This is an optimization exercise on Yosys and OpenROAD, whose aim is small area, not a production implementation. In this exercise RTL edits were held to simulation tests only and were not proved equivalent to the original. The flow treats the clock pin as an ideal source, which a real chip does not have. Power and IR drop assume default switching activity.

## job 7664
==> flow/design.v (excerpt) <==
module jbang_seq (
    input  wire        clk,
    input  wire        rst,           
    input  wire [2:0]  bus_addr,      
    input  wire        bus_we,
    input  wire [31:0] bus_wdata,
    output reg  [31:0] bus_rdata,
    output reg         jtag_trst_n,
    output reg         jtag_tck,
    output reg         jtag_tms,
    output reg         jtag_tdi,
    input  wire        jtag_tdo
);
    localparam [2:0] PS_RESET = 3'b000, PS_IDLE = 3'b001, PS_SHIFT = 3'b010,
                     PS_EXIT1 = 3'b110, PS_UPD = 3'b100, PS_SELDR = 3'b101,
                     PS_SELIR = 3'b011, PS_CAP = 3'b111;
    localparam [2:0] P_PRE = 3'd0, P_NAVI = 3'd1, P_WALK = 3'd2, P_SH = 3'd3,
                     P_AL = 3'd4, P_NAV2 = 3'd5, P_FIN = 3'd6;
    localparam [2:0] G_NONE = 3'd0, G_PULSE = 3'd1, G_F = 3'd2, G_RI = 3'd3, G_SWAP = 3'd4;
    localparam [1:0] L_K = 2'd0, L_NB = 2'd1, L_RI = 2'd2;
    localparam [1:0] A_KEEP = 2'd0, A_ZERO = 2'd1, A_K = 2'd3;
    localparam [2:0] C_NONE = 3'd0, C_TAPID = 3'd1, C_CONN = 3'd2, C_R60 = 3'd3,
                     C_R2C = 3'd4, C_DAPID = 3'd5, C_CSW = 3'd6, C_ILL = 3'd7;
    reg [31:0] arg0, arg1, result, fval, dreg;
    reg [2:0]  o3;
    reg [3:0]  fcode;
    reg        overrun, pid, irv, ic3, ic1, ic0;
    reg [2:0]  pos;
    reg [5:0]  pc;
    reg [2:0]  ph;
    reg        txdr;
    reg [5:0]  cnt;
    reg        bor;
    wire busy  = |pc;
    wire fault = |fcode;
    reg        s_tx, s_sel, c1, c0;
    reg [2:0]  s_op3;
    reg [1:0]  s_arg;
    reg        s_trst, s_navi, s_walk, s_wir, s_ptms, s_lastcmd, s_nav2, s_ldk, s_shchk;
    reg [2:0]  s_kind;
    reg [1:0]  s_lsrc;
    reg [5:0]  s_len;
    reg [2:0]  s_chk;
    reg        s_res, s_end, s_jmp;
    reg [5:0]  s_next;
  ...
Size: about 1300 cells after synthesis, ~75 I/O pins, roughly 0.011 sq mm of cells after synthesis.
clock: 8.0 ns
lec_check: 0
cap_margin: 20
core_margin: 2
core_utilization: 40
gpl_timing_driven: 0
place_density: 0.6
slew_margin: 20
synth_memory_max_bits: 16384
standard.sh (not shown) runs the stock make flow with config.mk's settings and CLKGATE_MAP_FILE= SYNTH_SCRIPT=/design/flow/synth_recipe.tcl, a recipe that flattens the netlist after the stock synthesis.
==> flow/flow/run.sh <==
#!/bin/bash
# Layout flow: the standard ORFS flow (standard.sh, all targets up to finish) with three
# changes that only affect how the layout is built:
#  - synthesis: the technology-mapping call to ABC runs ABC's default area-oriented mapping
#    instead of ORFS's speed script (no delay target, no buffering or gate upsizing at
#    synthesis time). Everything else, including the flip-flop mapping before ABC, is the
#    standard synthesis script (synth_recipe.tcl), so the registers keep their names and cells.
#  - placement: every input and output port still gets a buffer, but the buffer is the
#    platform's smallest one (buf_1) rather than the delay buffer buffer_ports picks.
#  - clock tree: the same CTS call without dummy loads.
set -euo pipefail
W=$(pwd)
{ cat "$W/flow/abc_area.tcl"; cat "$W/synth_recipe.tcl"; } > "$W/area_synth.tcl"
sed "s#SYNTH_SCRIPT=[^ ']*#SYNTH_SCRIPT=$W/area_synth.tcl#" "$W/standard.sh" > "$W/area_standard.sh"
grep -q "SYNTH_SCRIPT=$W/area_synth.tcl" "$W/area_standard.sh"
export BUFFER_PORTS_ARGS="-buffer_cell sky130_fd_sc_hd__buf_1"
export CTS_ARGS="-sink_clustering_enable -repair_clock_nets -dont_use_dummy_load"
bash "$W/area_standard.sh" "BUFFER_PORTS_ARGS=$BUFFER_PORTS_ARGS" "CTS_ARGS=$CTS_ARGS" finish > "$W/orfs_make.log" 2>&1
==> flow/flow/abc_area.tcl <==
# Area-oriented technology mapping: drop the speed script, the delay target and the
# driver/load constraints from ORFS's abc call, keeping the liberty and dont_use cells.
proc abc {args} {
  set out {}
  set skip 0
  foreach a $args {
    if {$skip} { set skip 0; continue }
    if {$a eq "-script" || $a eq "-constr" || $a eq "-D"} { set skip 1; continue }
    lappend out $a
  }
  yosys abc {*}$out
}
Having completed the whole flow, job 7664 delivered a layout that passed the timing, DRC and antenna checks.
Input changes introduced in job 4389 (baseline for comparison: job 7664):
- CTS_BUF_LIST now sky130_fd_sc_hd__clkbuf_8, previously not set
- GPL_TIMING_DRIVEN no longer set, was 0
- CORE_UTILIZATION now 65, was 40
- PLACE_DENSITY now 0.75, was 0.6
- In the metrics for job 4389 and job 7664, the one carrying the lower placer's final routability congestion estimate is job 7664.
- Job 4389: switching power is 0.0074 mW lower than what job 7664 reported.
- The core of job 4389 is more densely filled than that of job 7664.
- Looking at layout buffer count excluding clock buffers, job 4389 sits 12% below job 7664.
- Job 4389 ended up with a higher relative contribution of combinational cells to total power than job 7664 did.
- Global-route usage: higher on job 4389
- Delta (job 4389 minus job 7664): final instance count without filler cells fell by 133, die area went down by 0.011 sq mm, via count grew by 7.5%.
Changes in job 6127 relative to job 4389:
- CORE_UTILIZATION: 65 -> 40
- PLACE_DENSITY: 0.75 -> 0.6
- CTS_BUF_LIST: sky130_fd_sc_hd__clkbuf_8 -> unset
-- flow/flow/run.sh --
<<< job 4389, line 2
# Layout flow: the standard ORFS flow (standard.sh, all targets up to finish) with three
# changes that only affect how the layout is built:
>>> job 6127, line 2
# Layout flow: the standard ORFS flow (standard.sh) with changes that only affect how
# the layout is built:
<<< job 4389, line 10
#  - clock tree: the same CTS call without dummy loads.
>>> job 6127, line 10
#  - clock tree: the same CTS call without dummy loads; then clk_downsize.tcl swaps clock
#    buffers for smaller ones while the flip-flop clock-pin slew stays well under the limit.
# Each tool's output goes to its own log in this folder.
<<< job 4389, line 18
bash "$W/area_standard.sh" "BUFFER_PORTS_ARGS=$BUFFER_PORTS_ARGS" "CTS_ARGS=$CTS_ARGS" finish > "$W/orfs_make.log" 2>&1
>>> job 6127, line 20
ARGS=("BUFFER_PORTS_ARGS=$BUFFER_PORTS_ARGS" "CTS_ARGS=$CTS_ARGS")
bash "$W/area_standard.sh" "${ARGS[@]}" cts > "$W/orfs_make_to_cts.log" 2>&1
PLATFORM_DIR="$FLOW_HOME/platforms/$FLOW_PLATFORM" \
RESULTS_DIR="$W/orfs/results/$FLOW_PLATFORM/jbang_seq/base" \
CLK_SLEW_BOUND=0.105 \
  openroad -no_init -exit "$W/flow/clk_downsize.tcl" > "$W/clk_downsize.log" 2>&1
bash "$W/area_standard.sh" "${ARGS[@]}" finish > "$W/orfs_make_finish.log" 2>&1
==> flow/flow/clk_downsize.tcl (new file) <==
set plat $::env(PLATFORM_DIR)
set res $::env(RESULTS_DIR)
read_lef $plat/lef/sky130_fd_sc_hd.tlef
read_lef $plat/lef/sky130_fd_sc_hd_merged.lef
read_liberty $plat/lib/sky130_fd_sc_hd__tt_025C_1v80.lib
read_db $res/4_cts.odb
read_sdc $res/4_cts.sdc
source $plat/setRC.tcl
set_propagated_clock [all_clocks]
estimate_parasitics -placement

proc worst_clk_slew {} {
  set ws 0
  foreach pin [get_pins -hierarchical */CLK] {
    foreach t {rise fall} {
      set s [get_property $pin slew_max_$t]
      if {$s > $ws} {set ws $s}
    }
  }
  return $ws
}

set bound $::env(CLK_SLEW_BOUND)
puts "worst clock-pin slew before: [worst_clk_slew]"
set changed 0
foreach inst [get_cells *] {
  if {[get_property $inst ref_name] ne "sky130_fd_sc_hd__clkbuf_16"} { continue }
  set name [get_property $inst name]
  foreach c {sky130_fd_sc_hd__clkbuf_4 sky130_fd_sc_hd__clkbuf_8} {
    replace_cell $name $c
    estimate_parasitics -placement
    if {[worst_clk_slew] <= $bound} {
      puts "clock buffer $name -> $c"
      incr changed
      break
    }
    replace_cell $name sky130_fd_sc_hd__clkbuf_16
    estimate_parasitics -placement
  }
}
puts "downsized $changed clock buffers; worst clock-pin slew after: [worst_clk_slew]"
check_placement -verbose
write_db $res/4_cts.odb
==> run notes <==
Looking at number of tap cells inserted, job 6127 sits above job 4389.
Looking at stage delay of the slowest cell on the critical path, job 6127 sits above job 4389.
Met2 global-route usage (lower): job 6127
On overall die area, job 4389 beats job 6127.
In job 6127, the number of filler cells placed in the layout came out about 120% above the value in job 4389.
Synthesis-to-finish area growth: lower on job 6127
Looking at job 4389 and job 6127, the final area is a wash.
Taking job 4389 as the reference point, the initial antenna violation count of job 6127 rises by 1.
Edits applied to the flow inputs when going from job 6127 to job 7848:
- changing CAP_MARGIN from 20 to 5
- changing SLEW_MARGIN from 20 to 5
Results
| global-route wire length before repair | job 6127 vs job 7848 | ≈ equal |. [job 7848] met2 track demand over resource fell 1.5 points relative to job 6127. Job 7848 — worst setup slack 0.032 ns lower, job 6127 as reference. On clock slew seen by the registers of the worst setup and hold paths, job 6127 and job 7848 are neck and neck.

== S ==
Starting RTL as in the previous note.
## jbang_seq
module jbang_seq (
    input  wire        clk,
    input  wire        rst,           
    input  wire [2:0]  bus_addr,      
    input  wire        bus_we,
    input  wire [31:0] bus_wdata,
    output reg  [31:0] bus_rdata,
    output reg         jtag_trst_n,
    output reg         jtag_tck,
    output reg         jtag_tms,
    output reg         jtag_tdi,
    input  wire        jtag_tdo
);
==> flow/config.mk <==
export PLATFORM = sky130hd
export DESIGN_NAME = jbang_seq
export DESIGN_NICKNAME = jbang_seq
export VERILOG_FILES = /design/flow/design.v
export SDC_FILE = /design/flow/constraint.sdc
export NUM_CORES = 4
export LEC_CHECK = 0
export CAP_MARGIN = 20
export CORE_MARGIN = 2
export CORE_UTILIZATION = 40
export PLACE_DENSITY = 0.6
export SLEW_MARGIN = 20
export SYNTH_MEMORY_MAX_BITS = 16384
==> flow/constraint.sdc <==
create_clock -name core_clock -period 8.0 [get_ports {clk}]
set_input_delay 1.6000 -clock core_clock [delete_from_list [all_inputs] [get_ports {clk}]]
set_output_delay 1.6000 -clock core_clock [all_outputs]
set_load 0.01 [all_outputs]
==> flow/flow/run.sh <==
#!/bin/bash
# Layout flow: the standard ORFS flow (standard.sh, all targets up to finish) with three
# changes that only affect how the layout is built:
#  - synthesis: the technology-mapping call to ABC runs ABC's default area-oriented mapping
#    instead of ORFS's speed script (no delay target, no buffering or gate upsizing at
#    synthesis time). Everything else, including the flip-flop mapping before ABC, is the
#    standard synthesis script (synth_recipe.tcl), so the registers keep their names and cells.
#  - placement: every input and output port still gets a buffer, but the buffer is the
#    platform's smallest one (buf_1) rather than the delay buffer buffer_ports picks.
#  - clock tree: the same CTS call without dummy loads.
set -euo pipefail
W=$(pwd)
{ cat "$W/flow/abc_area.tcl"; cat "$W/synth_recipe.tcl"; } > "$W/area_synth.tcl"
sed "s#SYNTH_SCRIPT=[^ ']*#SYNTH_SCRIPT=$W/area_synth.tcl#" "$W/standard.sh" > "$W/area_standard.sh"
grep -q "SYNTH_SCRIPT=$W/area_synth.tcl" "$W/area_standard.sh"
export BUFFER_PORTS_ARGS="-buffer_cell sky130_fd_sc_hd__buf_1"
export CTS_ARGS="-sink_clustering_enable -repair_clock_nets -dont_use_dummy_load"
bash "$W/area_standard.sh" "BUFFER_PORTS_ARGS=$BUFFER_PORTS_ARGS" "CTS_ARGS=$CTS_ARGS" finish > "$W/orfs_make.log" 2>&1
Scripts as last shown in full above: flow/flow/abc_area.tcl
The following lists how P was set up differently from S:
==> flow/flow/run.sh <==
#!/bin/bash
# Layout flow: the standard ORFS flow (standard.sh, all targets up to finish) with one
# change in synthesis. The technology-mapping call to ABC runs ABC's default area-oriented
# mapping instead of ORFS's speed script: no delay target, and no buffering or gate
# upsizing at synthesis time (the placer's and router's repair steps still fix slew, load
# and timing). Everything else, including the flip-flop mapping before ABC, is the
# standard synthesis script (synth_recipe.tcl), so the registers keep their names and cells.
set -euo pipefail
W=$(pwd)
{ cat "$W/flow/abc_area.tcl"; cat "$W/synth_recipe.tcl"; } > "$W/area_synth.tcl"
sed "s#SYNTH_SCRIPT=[^ ']*#SYNTH_SCRIPT=$W/area_synth.tcl#" "$W/standard.sh" > "$W/area_standard.sh"
grep -q "SYNTH_SCRIPT=$W/area_synth.tcl" "$W/area_standard.sh"
bash "$W/area_standard.sh" finish > "$W/orfs_make.log" 2>&1
Notes after the runs:
On global-route wire length before repair, the higher figure sits with P, not S.
On maximum frequency: between S and P, it ends up higher for P.
Summary of P over S: power per unit of standard cell area increased 3.0%; share of power burned in combinational logic moved down; design area went up 710 um2.
Synthesis-to-finish area growth in P is 6.6 points above S.
In the reports for S and P, the larger power in combinational cells belongs to P.
Number of placed instances, taps included across S and P: no real change.

static timing again, ports no longer ideal:
The results above use ideal ports. As a check the final layouts listed here were re-extracted and re-timed, cells and wires unchanged. Step 1: set_driving_cell puts a clkbuf_16 on clk and a buf_2 on each other input, an assumption about the parent block. Step 2 adds t to the input delays and takes it off the output delays; t is the mean of the earliest and latest rising clock arrival at the registers after step 1. Input paths then give back, and output paths get back, about the clock's delay inside the block. Slacks: ideal ports / drivers / drivers and shift; pairs: ideal ports / drivers.
| run | shift t [ns] | slack for setup (ns) | clock arrival spread, ns |
|---|---|---|---|
| job 7664 | 0.484 | 1.914 / 1.914 / 1.914 | 0.037 / 0.037 |
| job 4389 | 0.483 | 2.294 / 2.294 / 2.294 | 0.032 / 0.032 |
| job 6127 | 0.673 | 1.976 / 1.976 / 1.976 | 0.025 / 0.026 |
| job 7848 | 0.651 | 1.944 / 1.944 / 1.944 | 0.033 / 0.033 |
| S | 0.490 | 2.057 / 2.057 / 2.057 | 0.037 / 0.036 |
| P | 0.496 | 2.118 / 2.118 / 2.118 | 0.027 / 0.027 |
After both steps setup and hold are still met in every run listed.
